What follows belongs to an exercise in optimizing a design on an open flow for small area, a short achievable clock period and few clock cycles per item; a production flow would make more cautious choices.
Function was checked by simulation only, so behaviour that the tests miss may differ from the original.
Power and IR drop assume default switching activity.

**flow/standard.sh**
```bash
#!/bin/bash
# synth_recipe.tcl (not shown) runs the flow's synth.tcl, then flattens the netlist and writes it again
# the make line also repeats each setting of config.mk as NAME=value (left out here)
make -C /OpenROAD-flow-scripts/flow DESIGN_CONFIG=/design/flow/config.mk WORK_HOME=/design/flow/orfs CLKGATE_MAP_FILE= SYNTH_SCRIPT=/design/flow/synth_recipe.tcl "${@:-finish}"
```
**flow/design.v**
```verilog
module sha1_core (
    input  wire         clk,
    input  wire         rst,       
    input  wire         start,     
    output wire         ready,
    input  wire [511:0] chunk,     
    input  wire [159:0] h_in,      
    output reg          done,      
    output wire [159:0] h_out      
);
    localparam [31:0] K0 = 32'h5A827999;
    localparam [31:0] K1 = 32'h6ED9EBA1;
    localparam [31:0] K2 = 32'h8F1BBCDC;
    localparam [31:0] K3 = 32'hCA62C1D6;
    reg         busy;
    reg         rdy;                
    reg         sh, ld;             
    reg [6:0]   cnt;                
    reg [31:0]  w [0:15];           
    reg [31:0]  a, b, c;            
    reg [31:0]  p;                  
    reg [31:0]  q;                  
    reg [31:0]  r [0:4];            
    reg         prep;               
    reg         is_ch, is_maj;      
    reg [31:0]  k;                  
    reg         fin_rot, fin_b, fin_w, fin_w2;
    wire load = start && !busy && !rst;
    assign ready = rdy;
    wire [31:0] fb = a;
    wire [31:0] fc = {b[1:0], b[31:2]};
    wire [31:0] fd = c;
    wire [31:0] f1 = is_ch ? fc : is_maj ? (fc | fd) : ~(fc ^ fd);
    wire [31:0] f0 = is_ch ? fd : is_maj ? (fc & fd) :  (fc ^ fd);
    wire [31:0] f  = (fb & f1) | (~fb & f0);
    wire [31:0] q_next = c + k + w[0];
    wire [31:0] p_next = f + q;
    wire [31:0] t_new  = {a[26:0], a[31:27]} + p;
    wire [31:0] w_mix  = w[13] ^ w[8] ^ w[2] ^ w[0];
    wire [31:0] w_next = {w_mix[30:0], w_mix[31]};
    wire [31:0] fin_op = ({32{fin_rot}} & {a[1:0], a[31:2]}) |
                         ({32{fin_b}}   & a) |
                         ({32{fin_w}}   & w[12]);
    wire [31:0] fin_sum = r[0] + fin_op;
    assign h_out = {a, r[4], r[3], r[2], r[1]};
    reg [31:0] w_sh [0:15];
    reg [31:0] r_sh [0:4];
    reg [31:0] h_ring [0:4];
    integer j;
    always @(*) begin
        for (j = 0; j < 15; j = j + 1)
            w_sh[j] = w[j+1];
        w_sh[15] = w_next;
        if (fin_w2)
            w_sh[10] = r[4];                             
        for (j = 0; j < 4; j = j + 1)
            r_sh[j] = r[j+1];
        r_sh[4] = fin_sum;
        h_ring[0] = h_in[95:64];                         
        h_ring[1] = h_in[127:96];                        
        h_ring[2] = h_in[159:128];                       
        h_ring[3] = h_in[31:0];                          
        h_ring[4] = h_in[63:32];                         
    end
    wire [6:0] cnt_n = busy ? cnt + 7'd1 : 7'd0;
    integer i;
    always @(posedge clk) begin
        if (rst) begin
            busy <= 1'b0;
            rdy  <= 1'b1;
            done <= 1'b0;
        end else begin
            done <= 1'b0;
            if (load) begin
                busy <= 1'b1;
                rdy  <= 1'b0;
            end else if (busy && cnt == 7'd81) begin
                busy <= 1'b0;
                rdy  <= 1'b1;
                done <= 1'b1;
            end
        end
        sh <= !rst && (load || (busy && !fin_b));
        ld <= rst || (!load && (!busy || fin_b));
        cnt     <= cnt_n;
        prep    <= (cnt_n <= 7'd1);
        is_ch   <= (cnt_n <= 7'd20);
        is_maj  <= (cnt_n >= 7'd41) && (cnt_n <= 7'd60);
        k       <= (cnt_n < 7'd20) ? K0 : (cnt_n < 7'd40) ? K1 :
                   (cnt_n < 7'd60) ? K2 : K3;
        fin_rot <= (cnt_n >= 7'd78) && (cnt_n <= 7'd80);
        fin_b   <= (cnt_n == 7'd81);
        fin_w   <= (cnt_n == 7'd67);
        fin_w2  <= (cnt_n == 7'd68);
        q <= q_next;
        p <= p_next;
        a <= ({32{ld}} & {h_in[93:64], h_in[95:94]}) |      
             ({32{sh}} & (prep ? r[1] : t_new));         
        b <= ({32{ld}} & {h_in[61:32], h_in[63:62]}) |      
             ({32{sh}} & a);
        c <= ({32{ld}} & h_in[31:0]) |                      
             ({32{sh}} & {b[1:0], b[31:2]});
        for (i = 0; i < 16; i = i + 1)
            w[i] <= ({32{ld}} & chunk[511 - 32*i -: 32]) | ({32{sh}} & w_sh[i]);
        for (i = 0; i < 5; i = i + 1)
            r[i] <= ({32{ld}} & h_ring[i]) | ({32{sh}} & r_sh[i]);
    end
endmodule
```
**flow/constraint.sdc**
```tcl
create_clock -name core_clock -period 10.0 [get_ports {clk}]
set_input_delay 2.0000 -clock core_clock [delete_from_list [all_inputs] [get_ports {clk}]]
set_output_delay 2.0000 -clock core_clock [all_outputs]
set_load 0.01 [all_outputs]
```
**flow/flow/run.sh**
```bash
#!/bin/bash
# Standard ORFS layout with two changes: the port buffers use the smallest
# buffer cell, and timing repair aims for a tighter setup slack than the
# clock period alone asks for.
export BUFFER_PORTS_ARGS="-buffer_cell sky130_fd_sc_hd__buf_1"
export SETUP_SLACK_MARGIN=6.7
bash standard.sh > standard.log 2>&1
```
**flow/config.mk**
```make
export PLATFORM = sky130hd
export DESIGN_NAME = sha1_core
export DESIGN_NICKNAME = sha1_core
export VERILOG_FILES = /design/flow/design.v
export SDC_FILE = /design/flow/constraint.sdc
export NUM_CORES = 4
export LEC_CHECK = 0
export CAP_MARGIN = 20
export CORE_MARGIN = 2
export CORE_UTILIZATION = 40
export CTS_CLUSTER_DIAMETER = 100
export CTS_CLUSTER_SIZE = 25
export PLACE_DENSITY = 0.7
export SLEW_MARGIN = 20
```
==> results of run 1 <==
## timing repair
item,in CTS,in global routing
gates cloned,0,2
resized for setup,215,171
setup endpoints to repair,124,62
buffers inserted,66,45
endpoints found under the hold margin,0,0
pin swaps,30,110
## flip-flops by register name, summed over array words and instances, names as in the netlist, 7 cells and up
signal,cells
b,32
q,32
p,32
r,160
w,512
c,32
k,13
cnt,7
a,32
## synthesized netlist by cell type (4+ instances only)
cell / count / area share
a222oi_1: 33 / 0.0089
ha_1: 200 / 0.068
mux2i_1: 82 / 0.022
o21ai_0: 202 / 0.027
fa_1: 31 / 0.017
xnor2_1: 196 / 0.046
a31oi_1: 9 / 0.0015
clkbuf_1: 233 / 0.024
o31ai_1: 7 / 0.0014
nand4_1: 21 / 0.0036
nor4_1: 7 / 0.0012
a221oi_1: 4 / 0.00095
a22o_1: 568 / 0.13
and4_1: 4 / 0.00095
o21bai_1: 11 / 0.0022
nand4b_1: 4 / 0.00095
nor3_1: 18 / 0.0024
dfxtp_1: 864 / 0.47
buf_1: 25 / 0.0025
nand2b_1: 20 / 0.0034
a41oi_1: 4 / 0.00095
a22oi_1: 6 / 0.0012
and2_1: 7 / 0.0012
a211oi_1: 41 / 0.0083
a32oi_1: 6 / 0.0014
a21oi_1: 174 / 0.024
and3_1: 17 / 0.0029
a21o_1: 88 / 0.018
o21ai_1: 18 / 0.0024
nand3_1: 29 / 0.0039
a311oi_1: 4 / 0.00095
o2111ai_1: 4 / 0.00095
nand2_1: 315 / 0.032
nor2b_1: 10 / 0.0017
o211ai_1: 6 / 0.0012
o21a_1: 19 / 0.0039
xor2_1: 48 / 0.011
inv_1: 177 / 0.018
nor2_1: 111 / 0.011
## cells by family after synthesis
logic type	count (synthesis)	share of synthesized area
xor+xnor	244	0.0578
flops	864	0.468
fa+ha+maj	231	0.0844
simple gates	579	0.0690
compound gates	1250	0.253
buf+inv	439	0.0447
mux	84	0.0231
## stage by stage
stage | std cells | worst slack (ps) | total power [uW] | hold WS [ps]
6_report | 5669 | 6600 | 9780 | 432
5_1_grt | 5666 | 6450 | 10200 | 449
4_1_cts | 5603 | 6610 | 9550 | 438
3_5_place_dp | 5472 | 6140 | 7300 | 421
3_3_place_gp | 5472 | 6240 | 7280 | 418
2_1_floorplan | 3691 | 6710 | 6320 | 416
## power by group through the flow
stage / clock [uW] / sequential, uW / combinational [uW]
after detailed placement: 0 / 4480 / 2810
after global placement: 0 / 4480 / 2800
after CTS: 2190 / 4360 / 3000
after global routing: 2300 / 4410 / 3520
final: 2150 / 4380 / 3250
after floorplan: 0 / 4220 / 2100
## area by class of cell
cell class,count,share of cell area
multi-input combinational,2388,0.422
sequential,864,0.397
timing repair buffer,969,0.0998
tap,1186,0.0334
clock buffer,48,0.0263
inverter,178,0.0152
clock inverter,17,0.00527
antenna,19,0.00107
## path summary, 6_finish.rpt
kind	startpoint	end	slack [ps]	cells past startpoint
hold reg to reg	w[4][12]$_DFF_P_	w[3][12]$_DFF_P_	430	1
setup reg to reg	c[0]$_DFF_P_	p[28]$_DFF_P_	6600	21
hold / removal	w[4][12]$_DFF_P_	w[3][12]$_DFF_P_	430	1
setup / recovery	c[0]$_DFF_P_	p[28]$_DFF_P_	6600	21
## routing by layer
layer | wire length, um | share of wire
met4 | 5020 | 0.034
met2 | 67000 | 0.46
met1 | 61600 | 0.42
met3 | 11800 | 0.081
met5 | 126 | 0.00087
==> flow_metrics.py, run 1 <==
metrics = {
    "status": {
        "run_status": "timing/DRC/antenna clean",
    },
    "cts": {
        "cts_sinks": 864,
        "postCtsHoldBufs": 0,
        "cts.path.max_buffers": 3,
        "numCtsBuffers": 45,
        "h-tree-depth": 2,
        "clk_pin_slew_ps": 110,
        "clk_latency_ps": 660,
        "tritoncts": "yes",
        "cts_root_buffer": "clkbuf_16",
    },
    "floorplanning": {
        "io_pins": 837,
        "rows": 111,
        "core_um2": 91700,
        "die_x_um": 308,
        "start_util": 0.403,
        "die_h_um": 308,
        "dieArea_um2": 94900,
    },
    "layout": {
        "drive_gt1_frac": 0.109,
        "final_common_cell": "buf_1",
        "fin_util": 0.484,
        "multi_input_area_um2": 18700,
        "layout_common_cells": "808 x buf_1, 739 x dfxtp_1, 568 x a22o_1, 312 x nand2_1, 193 x xnor2_1",
        "layout.area.seq_um2": 17600,
        "nets": 5352,
        "design_area_um2": 44400,
        "nFillCells": 8689,
        "flow.area_growth_from_synthesis_pct": 20.0,
    },
    "pwr": {
        "pwr-share-comb": 0.332,
        "switching_share": 0.355,
        "peakVddDrop_uv": 160,
        "switchingPower_uw": 3480,
        "power_density_nw_per_um2": 221,
        "p_leak_uw": 0.0190,
        "clkPwrFrac": 0.220,
        "pwr-share-seq": 0.448,
        "p_int_uw": 6310,
    },
    "sta": {
        "slew_headroom": 0.290,
        "fin_crit_sh": 0.340,
        "rsz0062_at_grt": "yes",
        "hold_violations": 0,
        "setup_violations": 0,
        "period_minus_slack_ps": 3400,
        "fmax_mhz": 294,
        "fin_skew_ps": 25.9,
        "slew_violations": 0,
        "setup_tns_ps": 0,
        "worst_pin_slew_ps": 1070,
    },
    "setup_path": {
        "worstSetupStartpointType": "register",
        "cp_slowest_stage_delay_ps": 400,
        "cp.arrival_ps": 3950,
        "crit_chain": "buf_4 > buf_4 > ha_1 > inv_1 > mux2i_1 > a211oi_1 > a21oi_1 > ha_2 > inv_2 > fa_2 > nor2b_2 > o21ai_2 > a21boi_2 > o2111a_1 > o211ai_1 > buf_4 > a21oi_4 > buf_4 > buf_6 > a21oi_1 > xnor2_1",
        "crit_required_ps": 10550,
        "cp_max_fo": 3,
        "critPathBufInv": 7,
        "slowest_stage": "fa_2",
        "path_class": "reg2reg",
        "critPathCaptureType": "register",
        "critical_path.top_delay_family": "compound AO/OA/AOI/OAI gates",
        "crit_top_cell": "buf_4",
    },
    "global_route": {
        "use_met2": 0.466,
        "grt_usage": 0.290,
        "grt_max_degree": 221,
        "grt_pass1_vias": 29800,
        "top_usage_layer": "met2",
        "grtUsageMet1": 0.386,
        "grt_overflow": 0,
        "antenna_found_initial": 46,
        "use_met3": 0.0566,
        "grt_pass1_wl_mm": 201,
    },
    "synthesis": {
        "synth-seq-area-share": 0.468,
        "async_flop_share": 0,
        "synthesis.area_um2": 37000,
        "synth-edff-count": 0,
        "synth-warning-count": 6,
        "synth_area_per_cell_um2": 10.0,
        "synth_ff_type": "dfxtp_1",
        "synth_nets": 4597,
        "ys_types": 86,
        "netlist_instances": 3691,
        "ys_seq_elements": 864,
    },
    "routing": {
        "first_pass_iters": 9,
        "ant_nets": 0,
        "post_drt_via_cell_ratio": 5.59,
        "drt-total-wl_mm": 146,
        "post_drt_wl_per_cell_um": 25.7,
        "drc": 0,
        "dr_total_vias": 31700,
        "drt_iter0_markers": 3337,
    },
    "run": {
        "max_cap_violations": 0,
    },
    "placement": {
        "port_buffers": 836,
        "dpl_cell_area_um2": 40900,
        "globalplace.congestion": 0.953,
        "dp_hpwl_mm": 112,
    },
    "min_path": {
        "min_path_type": "reg2reg",
    },
}
Testbench counts, summed over its fixed seeds: cycles 63,752, items 768.
==> run 2: changes to the inputs <==
--- a/flow/config.mk
+++ b/flow/config.mk
@@ -10,5 +10,4 @@
 export CORE_UTILIZATION = 40
 export CTS_CLUSTER_DIAMETER = 100
 export CTS_CLUSTER_SIZE = 25
-export PLACE_DENSITY = 0.7
 export SLEW_MARGIN = 20
==> flow_metrics.py, run 2 <==
metrics = {
    "synthesis": {
        "synth_ff_type": "dfxtp_1",
        "synth-edff-count": 0,
        "yosys.area.top_type_share": 0.468,
        "yosysMostFrequentCell": "dfxtp_1",
        "ys_seq_elements": 864,
        "synth-warning-count": 6,
        "async_flop_share": 0,
        "netlist_instances": 3691,
        "synth-seq-area-share": 0.468,
        "synthTopCellsByArea": "dfxtp_1 47%, a22o_1 13%, ha_1 6.8%",
        "synthesis.area_um2": 37000,
        "synth_common_cells": "864 x dfxtp_1, 568 x a22o_1, 315 x nand2_1",
        "synth_nets": 4597,
        "ys_types": 86,
        "synth_area_per_cell_um2": 10.0,
        "synth_top_cell_by_area": "dfxtp_1",
    },
    "placement": {
        "port_buffers": 836,
        "pre_cts_ws_ps": 5830,
        "globalplace.congestion": 0.928,
        "dp_hpwl_mm": 112,
    },
    "setup_path": {
        "path_class": "reg2reg",
        "crit_required_ps": 10570,
        "slowest_stage": "a2111oi_4",
        "cp_max_fo": 12,
        "crit_chain": "buf_12 > a222oi_1 > inv_1 > ha_1 > a21o_1 > a21o_1 > a2111oi_4 > o31a_1 > o21a_1 > buf_4 > o21ai_0 > xnor2_1 > a22o_1",
        "worstSetupStartpointType": "register",
        "crit_top_cell": "a21o_1",
        "cp_slowest_stage_delay_ps": 480,
        "critPathCaptureType": "register",
        "cp.arrival_ps": 3890,
    },
    "pwr": {
        "power_density_nw_per_um2": 219,
        "clkPwrFrac": 0.217,
        "p_leak_uw": 0.0189,
        "switchingPower_uw": 3440,
        "p_int_uw": 6240,
        "pwr-share-comb": 0.332,
        "switching_share": 0.356,
        "peakVddDrop_uv": 138,
        "pwr-share-seq": 0.451,
    },
    "sta": {
        "period_minus_slack_ps": 3330,
        "slew_headroom": 0.279,
        "worst_pin_slew_ps": 1080,
        "setup_violations": 0,
        "hold_violations": 0,
        "setup_tns_ps": 0,
        "slew_violations": 0,
        "fin_crit_sh": 0.333,
        "fin_skew_ps": 43.6,
        "fin_ws_ps": 6670,
        "rsz0062_at_grt": "yes",
        "fmax_mhz": 301,
    },
    "global_route": {
        "grtUsageMet1": 0.399,
        "grt_overflow": 0,
        "use_met2": 0.461,
        "grt_pass1_vias": 29700,
        "grt_pass1_wl_mm": 203,
        "top_usage_layer": "met2",
        "antenna_found_initial": 37,
        "grt_max_degree": 227,
        "grt_usage": 0.291,
        "use_met3": 0.0555,
    },
    "routing": {
        "drt-total-wl_mm": 145,
        "first_pass_iters": 9,
        "drt_iter0_markers": 3058,
        "ant_nets": 0,
        "post_drt_wl_per_cell_um": 25.6,
        "dr_total_vias": 31200,
        "post_drt_via_cell_ratio": 5.50,
        "drc": 0,
    },
    "min_path": {
        "min_path_type": "reg2reg",
    },
    "layout": {
        "final_common_cell": "buf_1",
        "nFillCells": 8868,
        "layout_common_cells": "814 x buf_1, 738 x dfxtp_1, 568 x a22o_1, 311 x nand2_1, 192 x xnor2_1",
        "layout.area.seq_um2": 17600,
        "drive_gt1_frac": 0.107,
        "flow.area_growth_from_synthesis_pct": 19.5,
        "largest_register_ffs": 512,
        "nets": 5348,
        "regMostFlops": "w",
        "reg_top3": "w (512), r (160)",
        "multi_input_area_um2": 18700,
    },
    "cts": {
        "clk_pin_slew_ps": 110,
        "cts.path.max_buffers": 3,
        "clk_latency_ps": 660,
        "cts_root_buffer": "clkbuf_16",
        "tritoncts": "yes",
        "postCtsHoldBufs": 0,
        "cts_sinks": 864,
        "h-tree-depth": 2,
        "numCtsBuffers": 44,
    },
    "floorplanning": {
        "dieArea_um2": 94900,
        "rows": 111,
        "die_x_um": 308,
        "io_pins": 837,
        "core_um2": 91700,
        "start_util": 0.403,
        "die_h_um": 308,
    },
    "run": {
        "max_cap_violations": 0,
    },
    "status": {
        "run_status": "timing/DRC/antenna clean",
    },
}
-- run 2: cell counts after synthesis --
No cell type changed its count.
-- run 2: layout make-up --
cell class | instances | share of cell area
multi-input cells | 2388 | 0.423
clock buffers | 48 | 0.0257
well taps | 1186 | 0.0336
flip-flops and latches | 864 | 0.399
diodes | 18 | 0.00102
clock inverters | 15 | 0.00396
inverters | 178 | 0.0152
repair buffers | 966 | 0.0988
-- run 2: critical path, delay by kind of cell (launching register included) --
family | cells | cell delay [ps]
buf+inv | 3 | 430
flops | 1 | 360
xor+xnor | 1 | 140
fa+ha+maj | 1 | 310
compound gates | 8 | 2000
-- run 2: power groups by stage --
| stage | Clock (uW) | Sequential, uW | Combinational [uW] |
|---|---|---|---|
| floorplan | 0 | 4220 | 2100 |
| global placement | 0 | 4480 | 2800 |
| detailed placement | 0 | 4480 | 2800 |
| CTS | 2150 | 4350 | 3030 |
| global route | 2260 | 4400 | 3510 |
| finish | 2110 | 4360 | 3220 |
-- run 2: layer usage --
metal / vias up / part of all wire / wire [um]
met3: 207 / 0.080 / 11600
li1: 14800 / - / -
met1: 14900 / 0.44 / 63700
met4: 14 / 0.033 / 4730
met2: 1244 / 0.45 / 65000
met5: - / 0.00066 / 96
-- run 2: metrics by stage --
stage	area (um^2)	hold WS [ps]	instances	utilization	total power, uW
after floorplan	37000	416	3691	-	6320
after global placement	40800	418	5472	0.445	7280
after detailed placement	40800	421	5472	0.445	7280
after CTS	43400	420	5611	0.474	9530
after global routing	44200	451	5658	0.482	10200
final	44200	420	5663	0.482	9690
-- run 2: timing repair --
item | 4_1_cts | 5_1_grt
cloned | 1 | 0
resized for setup | 239 | 133
endpoints found under the setup margin | 275 | 117
buffers inserted | 75 | 34
pin swaps | 47 | 94
hold endpoints to repair | 0 | 0
-- run 2: logic make-up (layout without fill, tap and decap cells) --
family | count (synthesis) | count (layout) | share of synthesized area
compound gates | 1250 | 1250 | 0.253
flops | 864 | 864 | 0.468
simple gates | 579 | 579 | 0.0690
buf+inv | 439 | 1207 | 0.0447
xor+xnor | 244 | 244 | 0.0578
fa+ha+maj | 231 | 231 | 0.0844
mux | 84 | 84 | 0.0231
other cells | 0 | 18 | 0
-- run 2: path summary, 6_finish.rpt --
path / start / endpoint / slack [ps] / cells past startpoint
max: fin_rot$_DFF_P_ / r[4][15]$_DFF_P_ / 6670 / 13
min: w[15][31]$_DFF_P_ / w[14][31]$_DFF_P_ / 420 / 1
max reg2reg: fin_rot$_DFF_P_ / r[4][15]$_DFF_P_ / 6670 / 13
min reg2reg: w[15][31]$_DFF_P_ / w[14][31]$_DFF_P_ / 420 / 1
==> run 3: changes to the inputs <==
--- a/flow/config.mk
+++ b/flow/config.mk
@@ -5,6 +5,7 @@
 export SDC_FILE = /design/flow/constraint.sdc
 export NUM_CORES = 4
 export LEC_CHECK = 0
+export ABC_AREA = 1
 export CAP_MARGIN = 20
 export CORE_MARGIN = 2
 export CORE_UTILIZATION = 40
==> flow_metrics.py, run 3 <==
metrics = {
    "sta": {
        "slew_headroom": 0.271,
        "setup_violations": 0,
        "period_minus_slack_ps": 3290,
        "fin_skew_ps": 42.2,
        "rsz0062_at_grt": "yes",
        "fin_crit_sh": 0.329,
        "setup_tns_ps": 0,
        "worst_pin_slew_ps": 1080,
        "fmax_mhz": 304,
        "slew_violations": 0,
        "hold_violations": 0,
        "whs_ps": 444,
    },
    "routing": {
        "post_drt_wl_per_cell_um": 27.6,
        "drt-total-wl_mm": 184,
        "dr_total_vias": 36700,
        "ant_nets": 0,
        "post_drt_via_cell_ratio": 5.52,
        "drt_iter0_markers": 4286,
        "first_pass_iters": 6,
        "drc": 0,
    },
    "floorplanning": {
        "io_pins": 837,
        "rows": 114,
        "die_x_um": 315,
        "core_um2": 96400,
        "start_util": 0.402,
        "dieArea_um2": 99500,
        "die_h_um": 315,
    },
    "setup_path": {
        "slowest_stage": "dfxtp_2",
        "crit_chain": "buf_1",
        "path_class": "reg2out",
        "cp_slowest_stage_delay_ps": 430,
        "critPathBufInv": 1,
        "cp.arrival_ps": 1290,
        "cp_max_fo": 2,
        "critPathCaptureType": "output port",
        "worstSetupStartpointType": "register",
        "critical_path.top_delay_family": "flip-flops",
        "crit_required_ps": 8000,
    },
    "cts": {
        "postCtsHoldBufs": 0,
        "cts_root_buffer": "clkbuf_16",
        "clk_pin_slew_ps": 100,
        "cts.path.max_buffers": 3,
        "tritoncts": "yes",
        "numCtsBuffers": 43,
        "clk_latency_ps": 680,
        "cts_sinks": 864,
        "h-tree-depth": 2,
    },
    "pwr": {
        "finalPower_uw": 10700,
        "p_leak_uw": 0.0202,
        "power_density_nw_per_um2": 239,
        "peakVddDrop_uv": 152,
    },
    "synthesis": {
        "async_flop_share": 0,
        "ys_types": 49,
        "ys_seq_elements": 864,
        "synthesis.area_um2": 38800,
        "yosysMostFrequentCell": "nand2_1",
        "synth-seq-area-share": 0.446,
        "synth_area_per_cell_um2": 8.43,
        "synth_nets": 5507,
        "synth_common_cells": "945 x nand2_1, 864 x dfxtp_1, 532 x inv_1",
        "synth-warning-count": 6,
        "yosys.area.top_type_share": 0.446,
        "synth_top_cell_by_area": "dfxtp_1",
        "synthTopCellsByArea": "dfxtp_1 45%, a22o_1 12%, nand2_1 9.1%",
        "synth-edff-count": 0,
        "netlist_instances": 4601,
        "synth_ff_type": "dfxtp_1",
    },
    "global_route": {
        "grt_overflow": 0,
        "antenna_found_initial": 64,
        "grt_usage": 0.351,
        "grt_max_degree": 210,
        "grt_pass1_wl_mm": 247,
        "grt_pass1_vias": 33700,
    },
    "layout": {
        "nets": 6226,
        "fin_util": 0.465,
        "reg_top3": "w (512), r (160)",
        "flow.area_growth_from_synthesis_pct": 15.7,
        "design_area_um2": 44900,
        "layout_common_cells": "944 x nand2_1, 822 x buf_1, 807 x dfxtp_1, 531 x inv_1, 512 x a22o_1",
        "final_common_cell": "nand2_1",
        "largest_register_ffs": 512,
        "regMostFlops": "w",
        "drive_gt1_frac": 0.0474,
    },
    "placement": {
        "dp_hpwl_mm": 147,
        "port_buffers": 836,
        "globalplace.congestion": 1.04,
        "dpl_cell_area_um2": 42800,
    },
    "run": {
        "max_cap_violations": 0,
    },
    "status": {
        "run_status": "timing/DRC/antenna clean",
    },
    "min_path": {
        "min_path_type": "reg2reg",
    },
}
## run 3: changes by cell type after synthesis, moves of 70 or more
cell / previous run / this run
nand2_1: 315 / 945
inv_1: 177 / 532
xnor2_1: 196 / 17
a21oi_1: 174 / 278
nand3_1: 29 / 130
o22ai_1: 3 / 102
a21o_1: 88 / 5
clkbuf_1: 233 / 151
mux2i_1: 82 / 0
nor2_1: 111 / 181
## run 3: final cells by class
cell class,instances,area (um^2)
Sequential cell,864,17500
Multi-Input combinational cell,2985,18600
Clock inverter,15,236
Antenna cell,37,92.6
Fill cell,9751,51600
Inverter,538,2030
Clock buffer,46,1110
Timing Repair Buffer,888,3720
Tap cell,1276,1600
## run 3: metrics by stage
stage	instances	setup slack [ps]
global placement	6519	6320
CTS	6605	6640
detailed placement	6519	6230
finish	6649	6710
floorplan	4601	7420
global route	6639	6670
## run 3: logic make-up (layout without fill, tap and decap cells)
logic type | Yosys count | after routing | share of synthesized area
buf+inv | 752 | 1487 | 0.0746
compound gates | 1263 | 1263 | 0.226
fa+ha+maj | 231 | 231 | 0.0805
xor+xnor | 127 | 127 | 0.0287
flops | 864 | 864 | 0.446
simple gates | 1364 | 1364 | 0.144
other cells | 0 | 37 | 0
## run 3: final timing paths
| check | start | end | slack (ps) | cells after the start |
|---|---|---|---|---|
| worst max register to register | c[29]$_DFF_P_ | p[30]$_DFF_P_ | 6840 | 16 |
| worst min-delay path | w[5][7]$_DFF_P_ | w[4][7]$_DFF_P_ | 440 | 1 |
| worst min register to register | w[5][7]$_DFF_P_ | w[4][7]$_DFF_P_ | 440 | 1 |
| worst max-delay path | r[4][14]$_DFF_P_ | h_out[110] | 6710 | 1 |
## run 3: timing repair
item                       in CTS  in global routing
setup endpoints to repair     279                195
buffers inserted               24                  5
gates cloned                    1                  2
gates resized for setup        94                 43
## run 3: routing by layer
metal / global-route usage / vias to the layer above / routed length (um)
li1: - / 17000 / -
met1: 0.438 / 17600 / 71900
met4: 0.184 / 30 / 9760
met2: 0.564 / 1718 / 85100
met3: 0.0826 / 363 / 16700
met5: 0 / - / 204
## run 3: where the power goes
part | total (uW) | internal, uW | switching (uW)
Combinational | 3980 | 1370 | 2610
Clock | 2120 | 902 | 1220
Sequential | 4640 | 4070 | 564
Total | 10700 | 6350 | 4400
==> run 4: changes to the inputs <==
==> flow/flow/run.sh (replaced) <==
#!/bin/bash
# Standard ORFS layout with two changes: the port buffers use the smallest
# buffer cell, and timing repair aims for a tighter setup slack than the
# clock period alone asks for.
export BUFFER_PORTS_ARGS="-buffer_cell sky130_fd_sc_hd__buf_1"
export SETUP_SLACK_MARGIN=6.0
bash standard.sh > standard.log 2>&1
==> flow_metrics.py, run 4 <==
metrics = {
    "status": {
        "run_status": "timing/DRC/antenna clean",
    },
    "floorplanning": {
        "core_um2": 96400,
        "dieArea_um2": 99500,
        "rows": 114,
        "start_util": 0.402,
        "io_pins": 837,
        "die_h_um": 315,
        "die_x_um": 315,
    },
    "placement": {
        "port_buffers": 836,
        "dp_hpwl_mm": 147,
        "globalplace.congestion": 1.04,
    },
    "sta": {
        "period_minus_slack_ps": 3790,
        "fin_crit_sh": 0.379,
        "slew_violations": 0,
        "setup_tns_ps": 0,
        "slew_headroom": 0.273,
        "rsz0062_at_grt": "no",
        "fmax_mhz": 264,
        "hold_violations": 0,
        "fin_skew_ps": 42.9,
        "worst_pin_slew_ps": 1080,
        "setup_violations": 0,
    },
    "pwr": {
        "switchingPower_uw": 4360,
        "peakVddDrop_uv": 151,
        "p_leak_uw": 0.0200,
        "switching_share": 0.409,
        "clkPwrFrac": 0.200,
        "pwr-share-seq": 0.439,
        "pwr-share-comb": 0.361,
        "p_int_uw": 6300,
        "power_density_nw_per_um2": 241,
    },
    "synthesis": {
        "ys_seq_elements": 864,
        "synth_area_per_cell_um2": 8.43,
        "ys_types": 49,
        "synth_ff_type": "dfxtp_1",
        "netlist_instances": 4601,
        "synth_common_cells": "945 x nand2_1, 864 x dfxtp_1, 532 x inv_1",
        "synth-warning-count": 6,
        "synth-seq-area-share": 0.446,
        "synthesis.area_um2": 38800,
        "async_flop_share": 0,
        "synth-edff-count": 0,
        "yosys.area.top_type_share": 0.446,
        "synth_nets": 5507,
        "synthTopCellsByArea": "dfxtp_1 45%, a22o_1 12%, nand2_1 9.1%",
        "yosysMostFrequentCell": "nand2_1",
        "synth_top_cell_by_area": "dfxtp_1",
    },
    "cts": {
        "tritoncts": "yes",
        "clk_pin_slew_ps": 100,
        "cts_sinks": 864,
        "clk_latency_ps": 680,
        "cts.path.max_buffers": 3,
        "postCtsHoldBufs": 0,
        "numCtsBuffers": 43,
        "cts_root_buffer": "clkbuf_16",
        "cts_setup_buffers": 0,
        "h-tree-depth": 2,
    },
    "layout": {
        "fin_util": 0.459,
        "nFillCells": 9795,
        "layout_common_cells": "945 x nand2_1, 858 x dfxtp_1, 836 x buf_1, 531 x inv_1, 512 x a22o_1",
        "reg_top3": "w (512), r (160)",
        "flow.area_growth_from_synthesis_pct": 14.2,
        "nets": 6194,
        "final_common_cell": "nand2_1",
        "drive_gt1_frac": 0.0281,
        "regMostFlops": "w",
        "largest_register_ffs": 512,
    },
    "min_path": {
        "min_path_type": "reg2reg",
    },
    "global_route": {
        "antenna_found_initial": 57,
        "grt_max_degree": 226,
        "grt_usage": 0.346,
        "grt_pass1_wl_mm": 244,
        "grt_overflow": 0,
        "grt_pass1_vias": 33400,
    },
    "setup_path": {
        "cp-endpoint": "p[31]$_DFF_P_",
        "path_class": "reg2reg",
        "crit_required_ps": 10550,
        "regToRegStartpoint": "is_ch$_DFF_P_",
        "rrSetupSlack_ps": 6210,
        "critPathCaptureType": "register",
        "reg2reg_to": "p[31]$_DFF_P_",
        "ff2ff_path_depth": 12,
        "worstSetupStartpointType": "register",
        "startpoint": "is_ch$_DFF_P_",
        "cp_max_fo": 72,
        "cp.arrival_ps": 4340,
    },
    "routing": {
        "drc": 0,
        "post_drt_wl_per_cell_um": 27.3,
        "drt_iter0_markers": 3950,
        "drt-total-wl_mm": 181,
        "first_pass_iters": 6,
        "dr_total_vias": 36400,
        "post_drt_via_cell_ratio": 5.50,
        "ant_nets": 0,
    },
    "run": {
        "max_cap_violations": 0,
    },
}
==> run 4: worst min-delay path by stage <==
stage	endpoint	slack (ps)	start	cells past startpoint
floorplan	w[10][0]$_DFF_P_	410	w[11][0]$_DFF_P_	2
global placement	w[2][0]$_DFF_P_	420	w[3][0]$_DFF_P_	1
detailed placement	w[4][5]$_DFF_P_	420	w[5][5]$_DFF_P_	1
CTS	w[4][7]$_DFF_P_	440	w[5][7]$_DFF_P_	1
global route	w[6][26]$_DFF_P_	460	w[7][26]$_DFF_P_	1
finish	w[0][25]$_DFF_P_	450	w[1][25]$_DFF_P_	1
==> run 4: cell type report <==
| type | instances | area [um^2] | share of cell area |
|---|---|---|---|
| Inverter | 538 | 2030 | 0.0459 |
| Clock buffer | 46 | 1110 | 0.0250 |
| Timing Repair Buffer | 856 | 3330 | 0.0751 |
| Antenna cell | 28 | 70.1 | 0.00158 |
| Tap cell | 1276 | 1600 | 0.0361 |
| Multi-Input combinational cell | 2985 | 18600 | 0.420 |
| Sequential cell | 864 | 17300 | 0.391 |
| Clock inverter | 15 | 236 | 0.00534 |
==> run 4: cell families (layout without fill, tap and decap cells) <==
kind of cell / count (synthesis) / count (layout) / share of synthesized area
AO/OA/AOI/OAI: 1263 / 1263 / 0.226
XOR/XNOR: 127 / 127 / 0.0287
adder cells (fa/ha/maj): 231 / 231 / 0.0805
buffers and inverters: 752 / 1455 / 0.0746
flip-flops: 864 / 864 / 0.446
other: 0 / 28 / 0
AND/OR/NAND/NOR: 1364 / 1364 / 0.144
==> run 4: metal layers <==
metal	vias to the layer above	part of all wire	wire, um	track usage
met5	-	0.0020	361	0.0118
met4	32	0.047	8460	0.158
met3	322	0.089	16000	0.0747
met2	1709	0.47	84300	0.563
met1	17300	0.40	71400	0.438
li1	17000	-	-	-
==> run 4: repair_timing <==
action / 4_1_cts / 5_1_grt
setup endpoints to repair: 0 / 7
resized for setup: 0 / 1
endpoints found under the hold margin: 0 / 0
==> run 4: worst max-delay path: stages, from the launching register on <==
cell	delay [ps]
dfxtp_2	830
buf_4	680
a21oi_1	170
o21ai_0	390
inv_1	90
ha_1	340
a21oi_1	170
a21boi_0	360
o21ai_0	180
a21oi_1	210
nand2_1	70
nand2_1	60
nand2_1	50
==> run 4: power groups by stage <==
stage	Combinational, uW	Sequential [uW]	Clock [uW]
2_1_floorplan	2530	4390	0
3_3_place_gp	3730	4730	0
3_5_place_dp	3750	4720	0
4_1_cts	3770	4650	2140
5_1_grt	4220	4690	2250
6_report	3850	4680	2130
==> run 4: metrics by stage <==
step	hold slack [ps]	std cells	area, um^2	worst slack [ps]	total power [uW]
detailed placement	423	6519	42800	6230	8480
CTS	444	6580	44200	6210	10600
floorplan	413	4601	38800	7420	6930
global route	456	6605	44300	6010	11200
global placement	421	6519	42800	6320	8460
finish	445	6608	44300	6210	10700
==> run 5: changes to the inputs <==
--- a/flow/design.v
+++ b/flow/design.v
@@ -30,9 +30,10 @@
     wire [31:0] fb = a;
     wire [31:0] fc = {b[1:0], b[31:2]};
     wire [31:0] fd = c;
-    wire [31:0] f1 = is_ch ? fc : is_maj ? (fc | fd) : ~(fc ^ fd);
-    wire [31:0] f0 = is_ch ? fd : is_maj ? (fc & fd) :  (fc ^ fd);
-    wire [31:0] f  = (fb & f1) | (~fb & f0);
+    wire [31:0] f_ch  = (fb & fc) | (~fb & fd);
+    wire [31:0] f_par = fb ^ fc ^ fd;
+    wire [31:0] f_maj = (fb & fc) | (fb & fd) | (fc & fd);
+    wire [31:0] f = is_ch ? f_ch : is_maj ? f_maj : f_par;
     wire [31:0] q_next = c + k + w[0];
     wire [31:0] p_next = f + q;
     wire [31:0] t_new  = {a[26:0], a[31:27]} + p;
==> flow/flow/run.sh (replaced) <==
#!/bin/bash
# Standard ORFS layout with two changes: the port buffers use the smallest
# buffer cell, and timing repair aims for a tighter setup slack than the
# clock period alone asks for.
export BUFFER_PORTS_ARGS="-buffer_cell sky130_fd_sc_hd__buf_1"
export SETUP_SLACK_MARGIN=6.4
bash standard.sh > standard.log 2>&1
==> flow_metrics.py, run 5 <==
metrics = {
    "pwr": {
        "power_density_nw_per_um2": 239,
        "p_leak_uw": 0.0194,
        "peakVddDrop_uv": 149,
    },
    "cts": {
        "clk_pin_slew_ps": 100,
        "cts.path.max_buffers": 3,
        "cts_root_buffer": "clkbuf_16",
        "h-tree-depth": 2,
        "tritoncts": "yes",
        "clk_latency_ps": 680,
        "cts_sinks": 864,
        "postCtsHoldBufs": 0,
        "numCtsBuffers": 43,
    },
    "synthesis": {
        "ys_seq_elements": 864,
        "synth-warning-count": 6,
        "netlist_instances": 4395,
        "ys_types": 44,
        "async_flop_share": 0,
        "synth-seq-area-share": 0.454,
        "synth-edff-count": 0,
        "yosys.area.top_type_share": 0.454,
        "synth_top_cell_by_area": "dfxtp_1",
        "synthesis.area_um2": 38100,
        "synth_area_per_cell_um2": 8.66,
        "synth_nets": 5303,
        "synth_ff_type": "dfxtp_1",
        "yosysMostFrequentCell": "nand2_1",
        "synth_common_cells": "903 x nand2_1, 864 x dfxtp_1, 512 x a22o_1",
        "synthTopCellsByArea": "dfxtp_1 45%, a22o_1 12%, nand2_1 8.9%",
    },
    "global_route": {
        "grt_usage": 0.348,
        "grt_overflow": 0,
        "antenna_found_initial": 78,
        "grt_max_degree": 198,
        "grt_pass1_wl_mm": 242,
        "grt_pass1_vias": 32700,
    },
    "floorplanning": {
        "io_pins": 837,
        "core_um2": 94700,
        "rows": 113,
        "die_x_um": 313,
        "die_h_um": 313,
        "start_util": 0.402,
        "dieArea_um2": 97700,
    },
    "sta": {
        "period_minus_slack_ps": 3620,
        "fin_crit_sh": 0.362,
        "slew_violations": 0,
        "rsz0062_at_grt": "no",
        "slew_headroom": 0.310,
        "fmax_mhz": 276,
        "hold_violations": 0,
        "worst_pin_slew_ps": 1030,
        "setup_tns_ps": 0,
        "fin_skew_ps": 53.5,
        "setup_violations": 0,
    },
    "setup_path": {
        "critPathCaptureType": "output port",
        "critical_path.top_delay_family": "flip-flops",
        "startpoint": "a[31]$_DFF_P_",
        "regToRegStartpoint": "sh$_DFF_P_",
        "worstSetupStartpointType": "register",
        "cp_max_fo": 6,
        "slowest_stage": "dfxtp_1",
        "crit_chain": "buf_1",
        "cp_slowest_stage_delay_ps": 740,
        "critPathBufInv": 1,
        "path_class": "reg2out",
        "rrSetupSlack_ps": 6650,
        "crit_required_ps": 8000,
        "cp.arrival_ps": 1620,
    },
    "layout": {
        "flow.area_growth_from_synthesis_pct": 14.4,
        "multi_input_area_um2": 18300,
        "reg_top3": "w (512), r (160)",
        "nFillCells": 9806,
        "fin_cells": 6408,
        "drive_gt1_frac": 0.0319,
        "final_common_cell": "nand2_1",
        "regMostFlops": "w",
        "largest_register_ffs": 512,
        "layout_common_cells": "903 x nand2_1, 840 x dfxtp_1, 836 x buf_1, 512 x a22o_1, 429 x inv_1",
        "layout.area.seq_um2": 17300,
        "nets": 6006,
    },
    "placement": {
        "dp_hpwl_mm": 145,
        "globalplace.congestion": 1.03,
        "place_inst": 6316,
        "port_buffers": 836,
    },
    "routing": {
        "dr_total_vias": 34900,
        "first_pass_iters": 7,
        "drt_iter0_markers": 4070,
        "drc": 0,
        "drt-total-wl_mm": 177,
        "post_drt_via_cell_ratio": 5.44,
        "ant_nets": 0,
        "post_drt_wl_per_cell_um": 27.6,
    },
    "min_path": {
        "min_path_type": "reg2reg",
        "min-delay-start": "w[5][0]$_DFF_P_",
    },
    "status": {
        "run_status": "timing/DRC/antenna clean",
    },
    "run": {
        "max_cap_violations": 0,
    },
}
==> run 5: kinds of logic after synthesis <==
| logic type | share of synthesized area |
|---|---|
| adders and majority gates | 0.0890 |
| DFF | 0.454 |
| and+or+nand+nor | 0.145 |
| AOI/OAI and AO/OA | 0.217 |
| xor gates and xnor gates | 0.0297 |
| buffers and inverters | 0.0653 |
==> run 5: timing repair <==
action	CTS	global route
endpoints found under the setup margin	210	213
hold endpoints to repair	0	0
setup buffers	0	2
gates resized for setup	16	10
==> run 5: cell type report <==
cell class,instances,share of cell area
multi-input combinational,2888,0.420
sequential,864,0.398
timing repair buffer,858,0.0768
inverter,443,0.0383
tap,1265,0.0363
clock buffer,46,0.0252
clock inverter,11,0.00350
antenna,33,0.00190
==> run 5: per-stage QoR <==
step / setup slack (ps) / power [uW] / utilization / hold WS, ps / area [um^2]
after floorplan: 7380 / 6840 / - / 413 / 38100
after global placement: 6010 / 8350 / 0.445 / 421 / 42200
after detailed placement: 6010 / 8350 / 0.445 / 423 / 42200
after CTS: 6300 / 10400 / 0.459 / 432 / 43400
after global routing: 6410 / 11000 / 0.460 / 453 / 43500
final: 6380 / 10400 / 0.460 / 435 / 43600
==> run 5: final timing paths <==
kind,cells past startpoint,end
setup / recovery,1,h_out[159]
hold / removal,1,w[4][0]$_DFF_P_
setup reg to reg,4,w[15][20]$_DFF_P_
hold reg to reg,1,w[4][0]$_DFF_P_
==> run 5: metal layers <==
layer  global-route usage  routed length, um  vias to the layer above
li1                     -                  -                    16300
met1                0.436              69700                    16500
met2                0.570              82500                     1591
met3               0.0833              15900                      342
met4                0.152               8350                       50
met5                    0                322                        -
==> run 5: power breakdown <==
part	total [uW]	internal, uW	switching [uW]	leakage, uW
Combinational	3690	1290	2400	0.0115
Sequential	4690	4060	627	0.00728
Clock	2050	820	1230	0.000609
Total	10400	6170	4250	0.0194
Testbench counts of run 5, summed over its fixed seeds: cycles 63,752, items 768.
==> run 6: changes to the inputs <==
==> flow/flow/run.sh (replaced) <==
#!/bin/bash
# Standard ORFS layout with two changes: the port buffers use the smallest
# buffer cell, and timing repair aims for a tighter setup slack than the
# clock period alone asks for.
export BUFFER_PORTS_ARGS="-buffer_cell sky130_fd_sc_hd__buf_1"
export SETUP_SLACK_MARGIN=6.9
bash standard.sh > standard.log 2>&1
==> flow_metrics.py, run 6 <==
metrics = {
    "status": {
        "run_status": "timing/DRC/antenna clean",
    },
    "sta": {
        "fin_skew_ps": 57.5,
        "period_minus_slack_ps": 3250,
        "slew_headroom": 0.339,
        "whs_ps": 440,
        "slew_violations": 0,
        "rsz0062_at_grt": "yes",
        "hold_violations": 0,
        "setup_violations": 0,
        "setup_tns_ps": 0,
        "fmax_mhz": 308,
        "fin_crit_sh": 0.325,
        "worst_pin_slew_ps": 992,
    },
    "synthesis": {
        "synth_nets": 5303,
        "synth_common_cells": "903 x nand2_1, 864 x dfxtp_1, 512 x a22o_1",
        "yosysMostFrequentCell": "nand2_1",
        "synth_top_cell_by_area": "dfxtp_1",
        "async_flop_share": 0,
        "synth-warning-count": 6,
        "synth_area_per_cell_um2": 8.66,
        "netlist_instances": 4395,
        "synth_ff_type": "dfxtp_1",
        "yosys.area.top_type_share": 0.454,
        "synthTopCellsByArea": "dfxtp_1 45%, a22o_1 12%, nand2_1 8.9%",
        "ys_seq_elements": 864,
        "synthesis.area_um2": 38100,
        "synth-seq-area-share": 0.454,
        "ys_types": 44,
        "synth-edff-count": 0,
    },
    "setup_path": {
        "worstSetupStartpointType": "register",
        "rrSetupSlack_ps": 6870,
        "crit_required_ps": 8000,
        "cp_slowest_stage_delay_ps": 440,
        "critPathCaptureType": "output port",
        "ff2ff_path_depth": 11,
        "cp.arrival_ps": 1250,
        "slowest_stage": "dfxtp_4",
        "cp_max_fo": 2,
        "regToRegStartpoint": "c[28]$_DFF_P_",
        "reg2reg_to": "p[30]$_DFF_P_",
        "critPathBufInv": 1,
        "critical_path.top_delay_family": "flip-flops",
        "path_class": "reg2out",
        "crit_chain": "buf_6",
    },
    "layout": {
        "nets": 6112,
        "reg_top3": "w (512), r (160)",
        "final_common_cell": "nand2_1",
        "design_area_um2": 46200,
        "regMostFlops": "w",
        "largest_register_ffs": 512,
        "flow.area_growth_from_synthesis_pct": 21.4,
        "drive_gt1_frac": 0.123,
        "layout_common_cells": "898 x nand2_1, 685 x dfxtp_1, 674 x buf_1, 512 x a22o_1, 429 x inv_1",
    },
    "cts": {
        "postCtsHoldBufs": 0,
        "cts_sinks": 864,
        "tritoncts": "yes",
        "numCtsBuffers": 43,
        "clk_latency_ps": 680,
        "clk_pin_slew_ps": 110,
        "cts_root_buffer": "clkbuf_16",
        "cts.path.max_buffers": 3,
        "h-tree-depth": 2,
    },
    "global_route": {
        "grt_overflow": 0,
        "grt_usage": 0.355,
        "grt_pass1_wl_mm": 247,
        "grt_pass1_vias": 33400,
        "grt_max_degree": 198,
        "antenna_found_initial": 80,
    },
    "pwr": {
        "switching_share": 0.403,
        "clkPwrFrac": 0.189,
        "pwr-share-seq": 0.428,
        "p_leak_uw": 0.0208,
        "switchingPower_uw": 4370,
        "p_int_uw": 6480,
        "peakVddDrop_uv": 148,
        "power_density_nw_per_um2": 235,
        "pwr-share-comb": 0.383,
    },
    "floorplanning": {
        "core_um2": 94700,
        "start_util": 0.402,
        "dieArea_um2": 97700,
        "rows": 113,
        "die_x_um": 313,
        "die_h_um": 313,
        "io_pins": 837,
    },
    "routing": {
        "dr_total_vias": 35700,
        "first_pass_iters": 6,
        "ant_nets": 0,
        "drc": 0,
        "drt_iter0_markers": 4007,
        "drt-total-wl_mm": 180,
        "post_drt_via_cell_ratio": 5.48,
        "post_drt_wl_per_cell_um": 27.6,
    },
    "min_path": {
        "min_path_type": "reg2reg",
        "holdPathStages": 1,
        "min-delay-start": "w[5][0]$_DFF_P_",
        "min_to": "w[4][0]$_DFF_P_",
    },
    "placement": {
        "dpl_cell_area_um2": 42200,
        "dp_hpwl_mm": 145,
        "port_buffers": 836,
        "globalplace.congestion": 1.03,
    },
    "run": {
        "max_cap_violations": 0,
    },
}
## run 6: final cells by class
type | count | area (um^2)
clock inverter | 11 | 153
sequential | 864 | 17700
inverter | 443 | 1670
multi-input combinational | 2888 | 18500
clock buffer | 46 | 1100
antenna | 37 | 92.6
tap | 1265 | 1580
timing repair buffer | 964 | 5410
fill | 9476 | 48500
## run 6: how the worst max path moves through the flow
| stage | from | end | slack, ps | depth (start not counted) |
|---|---|---|---|---|
| after floorplan | a[0]$_DFF_P_ | p[22]$_DFF_P_ | 7380 | 14 |
| after global placement | sh$_DFF_P_ | w[15][10]$_DFF_P_ | 6010 | 4 |
| after detailed placement | sh$_DFF_P_ | w[15][10]$_DFF_P_ | 6010 | 4 |
| after CTS | a[3]$_DFF_P_ | h_out[131] | 6750 | 1 |
| after global routing | a[6]$_DFF_P_ | h_out[134] | 6730 | 1 |
| final | a[4]$_DFF_P_ | h_out[132] | 6750 | 1 |
## run 6: cell families after synthesis
logic type | synth area share
AOI/OAI and AO/OA | 0.217
xor gates and xnor gates | 0.0297
adders and majority gates | 0.0890
buffers and inverters | 0.0653
DFF | 0.454
and+or+nand+nor | 0.145
## run 6: repair_timing
action | 4_1_cts | 5_1_grt
pin swaps | 0 | 11
resized for setup | 565 | 88
setup buffers | 86 | 22
endpoints found under the setup margin | 384 | 306
## run 6: power groups by stage
stage	Combinational [uW]	Sequential (uW)	Clock, uW
floorplan	2420	4420	0
global placement	3610	4740	0
detailed placement	3620	4730	0
CTS	3960	4620	2060
global route	4530	4680	2180
finish	4150	4650	2050
## run 6: routing by layer
metal	track usage	wire length, um
met1	0.439	70500
met2	0.577	84600
met3	0.0898	16000
met4	0.171	8740
met5	0	381
## run 6: through the flow
stage          setup WS (ps)  utilization  instances  total power, uW
5_1_grt                 6730        0.488       6512            11400
6_report                6750        0.488       6518            10800
2_1_floorplan           7380            -       4395             6840
3_3_place_gp            6010        0.445       6316             8350
4_1_cts                 6750        0.482       6459            10600
3_5_place_dp            6010        0.445       6316             8350
==> run 7: changes to the inputs <==
==> flow/flow/run.sh (replaced) <==
#!/bin/bash
# Standard ORFS layout with two changes: the port buffers use the smallest
# buffer cell, and timing repair aims for a tighter setup slack than the
# clock period alone asks for.
export BUFFER_PORTS_ARGS="-buffer_cell sky130_fd_sc_hd__buf_1"
export SETUP_SLACK_MARGIN=6.7
bash standard.sh > standard.log 2>&1
--- a/flow/config.mk
+++ b/flow/config.mk
@@ -10,5 +10,5 @@
 export CORE_MARGIN = 2
 export CORE_UTILIZATION = 40
 export CTS_CLUSTER_DIAMETER = 100
-export CTS_CLUSTER_SIZE = 25
+export CTS_CLUSTER_SIZE = 20
 export SLEW_MARGIN = 20
==> flow_metrics.py, run 7 <==
metrics = {
    "synthesis": {
        "synthAdderAreaFrac": 0.0890,
        "synth-edff-count": 0,
        "synth_area_per_cell_um2": 8.66,
        "ys_seq_elements": 864,
        "synth-seq-area-share": 0.454,
        "synth_ff_type": "dfxtp_1",
        "netlist_instances": 4395,
        "synth-warning-count": 6,
        "synth-xor-area-share": 0.0297,
        "async_flop_share": 0,
        "synth_common_cells": "903 x nand2_1, 864 x dfxtp_1, 512 x a22o_1",
        "ys_types": 44,
        "synth_top_family_by_area": "compound AO/OA/AOI/OAI gates",
        "synth-simple-area-share": 0.145,
        "synth_top_cell_by_area": "dfxtp_1",
        "synthesis.area_um2": 38100,
        "yosysMostFrequentCell": "nand2_1",
        "synthTopCellsByArea": "dfxtp_1 45%, a22o_1 12%, nand2_1 8.9%",
        "synth_nets": 5303,
        "synth-compound-area-share": 0.217,
        "synthMuxAreaShare": 0,
        "yosys.area.top_type_share": 0.454,
    },
    "setup_path": {
        "cp_slowest_stage_delay_ps": 450,
        "rrSetupSlack_ps": 6850,
        "cp.arrival_ps": 1290,
        "critPathBufInv": 1,
        "critPathCaptureType": "output port",
        "cp_max_fo": 2,
        "regToRegStartpoint": "a[7]$_DFF_P_",
        "reg2reg_to": "p[26]$_DFF_P_",
        "crit_chain": "buf_1",
        "critical_path.top_delay_family": "flip-flops",
        "worstSetupStartpointType": "register",
        "ff2ff_path_depth": 13,
        "slowest_stage": "dfxtp_1",
        "path_class": "reg2out",
        "crit_required_ps": 8000,
    },
    "cts": {
        "h-tree-depth": 2,
        "postCtsHoldBufs": 0,
        "clk_pin_slew_ps": 90,
        "cts.path.max_buffers": 3,
        "cts_root_buffer": "clkbuf_16",
        "tritoncts": "yes",
        "clk_latency_ps": 660,
        "cts_sinks": 864,
        "numCtsBuffers": 51,
    },
    "routing": {
        "post_drt_wl_per_cell_um": 27.8,
        "drt_iter0_markers": 4263,
        "dr_total_vias": 35300,
        "post_drt_via_cell_ratio": 5.47,
        "ant_nets": 0,
        "drt-total-wl_mm": 179,
        "drc": 0,
        "first_pass_iters": 9,
    },
    "global_route": {
        "grt_usage": 0.351,
        "grt_max_degree": 198,
        "antenna_found_initial": 83,
        "grt_pass1_wl_mm": 244,
        "grt_overflow": 0,
        "grt_pass1_vias": 33000,
    },
    "layout": {
        "regMostFlops": "w",
        "final_common_cell": "nand2_1",
        "reg_top3": "w (512), r (160)",
        "flow.area_growth_from_synthesis_pct": 15.8,
        "nets": 6038,
        "drive_gt1_frac": 0.0447,
        "design_area_um2": 44100,
        "nFillCells": 9716,
        "layout_common_cells": "903 x nand2_1, 828 x buf_1, 814 x dfxtp_1, 512 x a22o_1, 429 x inv_1",
        "largest_register_ffs": 512,
    },
    "floorplanning": {
        "die_h_um": 313,
        "io_pins": 837,
        "rows": 113,
        "start_util": 0.402,
        "core_um2": 94700,
        "die_x_um": 313,
        "dieArea_um2": 97700,
    },
    "sta": {
        "slew_violations": 0,
        "setup_tns_ps": 0,
        "fin_skew_ps": 21.3,
        "slew_headroom": 0.244,
        "hold_violations": 0,
        "fin_crit_sh": 0.329,
        "period_minus_slack_ps": 3290,
        "fmax_mhz": 304,
        "setup_violations": 0,
        "rsz0062_at_grt": "yes",
        "worst_pin_slew_ps": 1130,
    },
    "placement": {
        "dp_hpwl_mm": 145,
        "globalplace.congestion": 1.03,
        "dpl_cell_area_um2": 42200,
        "port_buffers": 836,
    },
    "min_path": {
        "holdPathStages": 1,
        "min_to": "w[0][13]$_DFF_P_",
        "min-delay-start": "w[1][13]$_DFF_P_",
        "min_path_type": "reg2reg",
    },
    "pwr": {
        "peakVddDrop_uv": 136,
        "p_leak_uw": 0.0196,
        "power_density_nw_per_um2": 241,
    },
    "status": {
        "run_status": "timing/DRC/antenna clean",
    },
    "run": {
        "max_cap_violations": 0,
    },
}
-- run 7: cell counts after synthesis --
Identical to the previous run, type by type.
-- run 7: cell type report --
cell class	instances	area, um^2	share of cell area
clock inverters	11	155	0.00352
well taps	1265	1580	0.0359
inverters	443	1670	0.0379
clock buffers	53	1280	0.0291
diodes	39	97.6	0.00221
repair buffers	882	3570	0.0809
multi-input cells	2888	18300	0.415
flip-flops and latches	864	17400	0.396
-- run 7: what timing repair did --
action,CTS,global route
buffers inserted,23,3
resized for setup,87,14
endpoints found under the setup margin,254,213
-- run 7: cells by family (layout without fill, tap and decap cells) --
logic type,count (synthesis),count (layout)
flip-flops,864,864
adder cells (fa/ha/maj),233,233
AO/OA/AOI/OAI,1174,1174
XOR/XNOR,129,129
AND/OR/NAND/NOR,1352,1352
other,0,39
buffers and inverters,643,1389
-- run 7: metrics by stage --
stage          hold WS, ps  power (uW)  utilization  instances  setup WS (ps)
2_1_floorplan          413        6840            -       4395           7380
3_3_place_gp           421        8350        0.445       6316           6010
3_5_place_dp           423        8350        0.445       6316           6010
4_1_cts                432       10600        0.464       6403           6700
5_1_grt                448       11200        0.465       6432           6630
6_report               428       10600        0.466       6445           6710
-- run 7: how the worst max path moves through the flow --
stage,startpoint,end,slack [ps],depth (start not counted)
2_1_floorplan,a[0]$_DFF_P_,p[22]$_DFF_P_,7380,14
4_1_cts,a[22]$_DFF_P_,h_out[150],6700,1
3_3_place_gp,sh$_DFF_P_,w[15][10]$_DFF_P_,6010,4
3_5_place_dp,sh$_DFF_P_,w[15][10]$_DFF_P_,6010,4
5_1_grt,a[3]$_DFF_P_,p[26]$_DFF_P_,6630,15
6_report,r[4][11]$_DFF_P_,h_out[107],6710,1
-- run 7: worst register-to-register path, stage by stage (launching register included) --
cell	delay (ps)
dfxtp_4	380
buf_4	200
fa_1	490
o21ai_0	70
o22ai_1	270
ha_1	370
a21oi_1	410
o21ai_0	210
a21oi_1	310
inv_1	70
nand2_1	80
nand3_1	80
nand2_1	60
nand2_1	40
-- run 7: metal layers --
layer	GRT usage	wire length, um	share of wire	up-vias
li1	-	-	-	16400
met1	0.440	70700	0.39	16700
met2	0.572	83500	0.47	1700
met3	0.0839	15900	0.089	349
met4	0.162	8620	0.048	52
met5	0	352	0.0020	-
-- run 7: power by group --
part           switching (uW)  total (uW)  internal [uW]
clock                    1230        2190            960
combinational            2480        3800           1320
sequential                572        4640           4070
total                    4290       10600           6350
==> run 8: changes to the inputs <==
--- a/flow/config.mk
+++ b/flow/config.mk
@@ -10,5 +10,6 @@
 export CORE_MARGIN = 2
 export CORE_UTILIZATION = 40
 export CTS_CLUSTER_DIAMETER = 100
-export CTS_CLUSTER_SIZE = 20
+export CTS_CLUSTER_SIZE = 25
 export SLEW_MARGIN = 20
+export TNS_END_PERCENT = 50
==> flow_metrics.py, run 8 <==
metrics = {
    "sta": {
        "slew_violations": 0,
        "setup_tns_ps": 0,
        "slew_headroom": 0.319,
        "period_minus_slack_ps": 3390,
        "fin_crit_sh": 0.339,
        "hold_violations": 0,
        "rsz0062_at_grt": "yes",
        "fin_skew_ps": 52.9,
        "worst_pin_slew_ps": 1020,
        "setup_violations": 0,
        "fmax_mhz": 295,
    },
    "routing": {
        "wl_met2_mm": 83.3,
        "wl_met1_mm": 69.9,
        "drt-total-wl_mm": 177,
        "post_drt_wl_per_cell_um": 27.5,
        "maxUsedRoutingLayer": "met5",
        "first_pass_iters": 6,
        "dr_total_vias": 35000,
        "post_drt_via_cell_ratio": 5.44,
        "drt_iter0_markers": 4062,
        "ant_nets": 0,
        "wl_met3_mm": 16.0,
        "drc": 0,
    },
    "run": {
        "max_cap_violations": 0,
    },
    "global_route": {
        "grt_usage": 0.348,
        "antenna_found_initial": 79,
        "grt_max_degree": 198,
        "grt_pass1_vias": 32800,
        "grt_overflow": 0,
        "grt_pass1_wl_mm": 242,
    },
    "synthesis": {
        "synth_nets": 5303,
        "synth-edff-count": 0,
        "synth_top_cell_by_area": "dfxtp_1",
        "ys_types": 44,
        "synth_common_cells": "903 x nand2_1, 864 x dfxtp_1, 512 x a22o_1",
        "synth-warning-count": 6,
        "ys_seq_elements": 864,
        "synthTopCellsByArea": "dfxtp_1 45%, a22o_1 12%, nand2_1 8.9%",
        "synth_ff_type": "dfxtp_1",
        "synth_area_per_cell_um2": 8.66,
        "yosys.area.top_type_share": 0.454,
        "async_flop_share": 0,
        "yosysMostFrequentCell": "nand2_1",
        "synth-seq-area-share": 0.454,
        "synthesis.area_um2": 38100,
        "netlist_instances": 4395,
    },
    "setup_path": {
        "reg2reg_to": "p[30]$_DFF_P_",
        "slowest_stage": "dfxtp_2",
        "crit_chain": "buf_1",
        "critPathCaptureType": "output port",
        "critical_path.top_delay_family": "flip-flops",
        "critPathBufInv": 1,
        "regToRegStartpoint": "is_maj$_DFF_P_",
        "cp.arrival_ps": 1390,
        "crit_required_ps": 8000,
        "cp.depth": 1,
        "cp_max_fo": 6,
        "cp_slowest_stage_delay_ps": 510,
        "worstSetupStartpointType": "register",
        "ff2ff_path_depth": 14,
        "rrSetupSlack_ps": 6840,
        "path_class": "reg2out",
    },
    "cts": {
        "tritoncts": "yes",
        "cts_root_buffer": "clkbuf_16",
        "cts.path.max_buffers": 3,
        "clk_pin_slew_ps": 110,
        "h-tree-depth": 2,
        "cts_sinks": 864,
        "numCtsBuffers": 43,
        "clk_latency_ps": 680,
    },
    "pwr": {
        "power_density_nw_per_um2": 238,
        "peakVddDrop_uv": 149,
        "p_leak_uw": 0.0196,
    },
    "min_path": {
        "min_to": "w[4][0]$_DFF_P_",
        "min_path_type": "reg2reg",
        "min-delay-start": "w[5][0]$_DFF_P_",
        "holdPathStages": 1,
    },
    "floorplanning": {
        "rows": 113,
        "die_h_um": 313,
        "die_x_um": 313,
        "core_um2": 94700,
        "start_util": 0.402,
        "io_pins": 837,
        "dieArea_um2": 97700,
    },
    "layout": {
        "drive_gt1_frac": 0.0434,
        "regMostFlops": "w",
        "nFillCells": 9770,
        "final_common_cell": "nand2_1",
        "nets": 6038,
        "largest_register_ffs": 512,
        "fin_cells": 6447,
        "layout_common_cells": "903 x nand2_1, 828 x buf_1, 821 x dfxtp_1, 512 x a22o_1, 429 x inv_1",
        "reg_top3": "w (512), r (160)",
        "flow.area_growth_from_synthesis_pct": 15.5,
    },
    "placement": {
        "dp_hpwl_mm": 145,
        "globalplace.congestion": 1.03,
        "place_inst": 6316,
        "port_buffers": 836,
    },
    "status": {
        "run_status": "timing/DRC/antenna clean",
    },
}
## run 8: worst max-delay path by stage
stage | start | to | slack [ps]
after floorplan | a[0]$_DFF_P_ | p[22]$_DFF_P_ | 7380
after global placement | sh$_DFF_P_ | w[15][10]$_DFF_P_ | 6010
after detailed placement | sh$_DFF_P_ | w[15][10]$_DFF_P_ | 6010
after CTS | a[21]$_DFF_P_ | h_out[149] | 6540
after global routing | r[1][1]$_DFF_P_ | h_out[1] | 6610
final | a[30]$_DFF_P_ | h_out[158] | 6610
## run 8: metrics by stage
step	setup slack (ps)	hold slack, ps	util	total power, uW	area (um^2)
floorplan	7380	413	-	6840	38100
finish	6610	435	0.464	10500	44000
global route	6610	453	0.464	11000	44000
global placement	6010	421	0.445	8350	42200
detailed placement	6010	423	0.445	8350	42200
CTS	6540	432	0.459	10400	43500
## run 8: layout make-up
type	count	area [um^2]	share of cell area
Antenna cell	40	100	0.00228
Tap cell	1265	1580	0.0360
Multi-Input combinational cell	2888	18300	0.416
Inverter	443	1670	0.0379
Clock buffer	46	1100	0.0249
Timing Repair Buffer	890	3650	0.0830
Clock inverter	11	153	0.00347
Sequential cell	864	17400	0.396
## run 8: routing by layer
layer / GRT usage / vias up
li1: - / 16400
met4: 0.158 / 50
met1: 0.431 / 16600
met5: 0 / -
met3: 0.0908 / 325
met2: 0.568 / 1615
## run 8: where the power goes
group	internal, uW	switching (uW)	leakage (uW)	total (uW)
logic	1330	2460	0.0117	3780
clock network	820	1230	0.000609	2050
registers	4070	587	0.00729	4660
total	6220	4270	0.0196	10500
## run 8: what timing repair did
| item | CTS | global route |
|---|---|---|
| endpoints found under the hold margin | 0 | 0 |
| gates resized for setup | 38 | 59 |
| hold buffers | 0 | 0 |
| endpoints found under the setup margin | 262 | 277 |
| buffers inserted | 0 | 34 |
## run 8: cells by family (layout without fill, tap and decap cells)
logic type / count (synthesis) / in the layout / synth area share
and+or+nand+nor: 1352 / 1352 / 0.145
AOI/OAI and AO/OA: 1174 / 1174 / 0.217
DFF: 864 / 864 / 0.454
buffers and inverters: 643 / 1390 / 0.0653
adders and majority gates: 233 / 233 / 0.0890
xor gates and xnor gates: 129 / 129 / 0.0297
other: 0 / 40 / 0
==> run 9: changes to the inputs <==
--- a/flow/config.mk
+++ b/flow/config.mk
@@ -12,4 +12,3 @@
 export CTS_CLUSTER_DIAMETER = 100
 export CTS_CLUSTER_SIZE = 25
 export SLEW_MARGIN = 20
-export TNS_END_PERCENT = 50
==> flow_metrics.py, run 9 <==
metrics = {
    "status": {
        "run_status": "timing/DRC/antenna clean",
    },
    "synthesis": {
        "synthesis.area_um2": 38100,
        "synth_common_cells": "903 x nand2_1, 864 x dfxtp_1, 512 x a22o_1",
        "synth-edff-count": 0,
        "ys_types": 44,
        "synth-warning-count": 6,
        "synth_top_cell_by_area": "dfxtp_1",
        "synth-seq-area-share": 0.454,
        "synth_nets": 5303,
        "yosys.area.top_type_share": 0.454,
        "async_flop_share": 0,
        "synthTopCellsByArea": "dfxtp_1 45%, a22o_1 12%, nand2_1 8.9%",
        "yosysMostFrequentCell": "nand2_1",
        "synth_ff_type": "dfxtp_1",
        "netlist_instances": 4395,
    },
    "pwr": {
        "power_density_nw_per_um2": 239,
        "peakVddDrop_uv": 147,
    },
    "layout": {
        "reg_top3": "w (512), r (160)",
        "fin_cells": 6441,
        "flow.area_growth_from_synthesis_pct": 15.6,
        "final_common_cell": "nand2_1",
        "regMostFlops": "w",
        "nets": 6036,
        "largest_register_ffs": 512,
    },
    "sta": {
        "fin_skew_ps": 61.3,
        "rsz0062_at_grt": "yes",
        "slew_violations": 0,
        "fin_crit_sh": 0.330,
        "setup_violations": 0,
        "slew_headroom": 0.316,
        "setup_tns_ps": 0,
        "worst_pin_slew_ps": 1030,
        "hold_violations": 0,
    },
    "routing": {
        "ant_nets": 0,
        "drt_iter0_markers": 4164,
        "dr_total_vias": 35200,
        "drc": 0,
        "post_drt_wl_per_cell_um": 27.8,
        "post_drt_via_cell_ratio": 5.46,
        "first_pass_iters": 6,
    },
    "global_route": {
        "antenna_found_initial": 86,
        "grt_overflow": 0,
        "grt_pass1_wl_mm": 244,
        "use_met2": 0.570,
        "use_met3": 0.0889,
        "grtUsageMet1": 0.437,
        "grt_usage": 0.351,
        "grt_max_degree": 198,
        "top_usage_layer": "met2",
    },
    "run": {
        "max_cap_violations": 0,
    },
    "setup_path": {
        "path_class": "reg2out",
        "slowest_stage": "dfxtp_1",
        "worstSetupStartpointType": "register",
        "cp_slowest_stage_delay_ps": 440,
        "cp_max_fo": 2,
        "critPathCaptureType": "output port",
        "cp.arrival_ps": 1300,
        "crit_required_ps": 8000,
        "critical_path.top_delay_family": "flip-flops",
        "critPathBufInv": 1,
    },
    "floorplanning": {
        "core_um2": 94700,
        "rows": 113,
        "dieArea_um2": 97700,
    },
    "cts": {
        "h-tree-depth": 2,
        "clk_pin_slew_ps": 100,
        "cts_sinks": 864,
        "postCtsHoldBufs": 0,
        "cts_root_buffer": "clkbuf_16",
        "clk_latency_ps": 690,
    },
    "placement": {
        "place_inst": 6316,
        "port_buffers": 836,
    },
}
==> run 9: layer usage <==
layer | share of wire | vias to the layer above
li1 | - | 16400
met1 | 0.40 | 16700
met2 | 0.47 | 1595
met3 | 0.088 | 358
met4 | 0.047 | 58
met5 | 0.0021 | -
==> run 9: stage by stage <==
| stage | area (um^2) | hold slack (ps) | worst slack (ps) | power [uW] | utilization |
|---|---|---|---|---|---|
| floorplan | 38100 | 413 | 7380 | 6840 | - |
| global placement | 42200 | 421 | 6010 | 8350 | 0.445 |
| detailed placement | 42200 | 423 | 6010 | 8350 | 0.445 |
| CTS | 43800 | 432 | 6700 | 10400 | 0.462 |
| global route | 44000 | 452 | 6640 | 11000 | 0.464 |
| finish | 44000 | 432 | 6700 | 10500 | 0.464 |
==> run 9: where the power goes <==
part / switching, uW / internal [uW]
clock network: 1230 / 820
logic: 2500 / 1330
registers: 552 / 4070
total: 4280 / 6220
==> run 9: what timing repair did <==
action / CTS / global route
pin swaps: 0 / 1
setup buffers: 29 / 3
cloned: 0 / 0
resized for setup: 96 / 33
setup endpoints to repair: 262 / 226
==> run 9: worst paths after layout <==
check / from / to / slack [ps] / depth (start not counted)
min reg2reg: w[5][0]$_DFF_P_ / w[4][0]$_DFF_P_ / 430 / 1
min: w[5][0]$_DFF_P_ / w[4][0]$_DFF_P_ / 430 / 1
max: r[3][6]$_DFF_P_ / h_out[70] / 6700 / 1
max reg2reg: a[26]$_DFF_P_ / p[30]$_DFF_P_ / 6830 / 12
==> run 9: cell families (layout without fill, tap and decap cells) <==
family	after synthesis	in the layout	synth area share
AOI/OAI and AO/OA	1174	1174	0.217
buffers and inverters	643	1388	0.0653
xor gates and xnor gates	129	129	0.0297
DFF	864	864	0.454
other	0	36	0
and+or+nand+nor	1352	1352	0.145
adders and majority gates	233	233	0.0890
==> run 9: cell type report <==
| class | instances | area [um^2] |
|---|---|---|
| Inverter | 443 | 1670 |
| Timing Repair Buffer | 888 | 3630 |
| Sequential cell | 864 | 17500 |
| Clock inverter | 11 | 153 |
| Fill cell | 9755 | 50700 |
| Multi-Input combinational cell | 2888 | 18300 |
| Antenna cell | 36 | 90.1 |
| Clock buffer | 46 | 1100 |
| Tap cell | 1265 | 1580 |

Setup slack of run 9, layout unchanged: 6.698 ns with ideal ports, 6.622 ns with driving cells assumed (clock clkbuf_16, inputs buf_2), 6.832 ns with port delays also shifted by the 0.734 ns mid clock arrival.
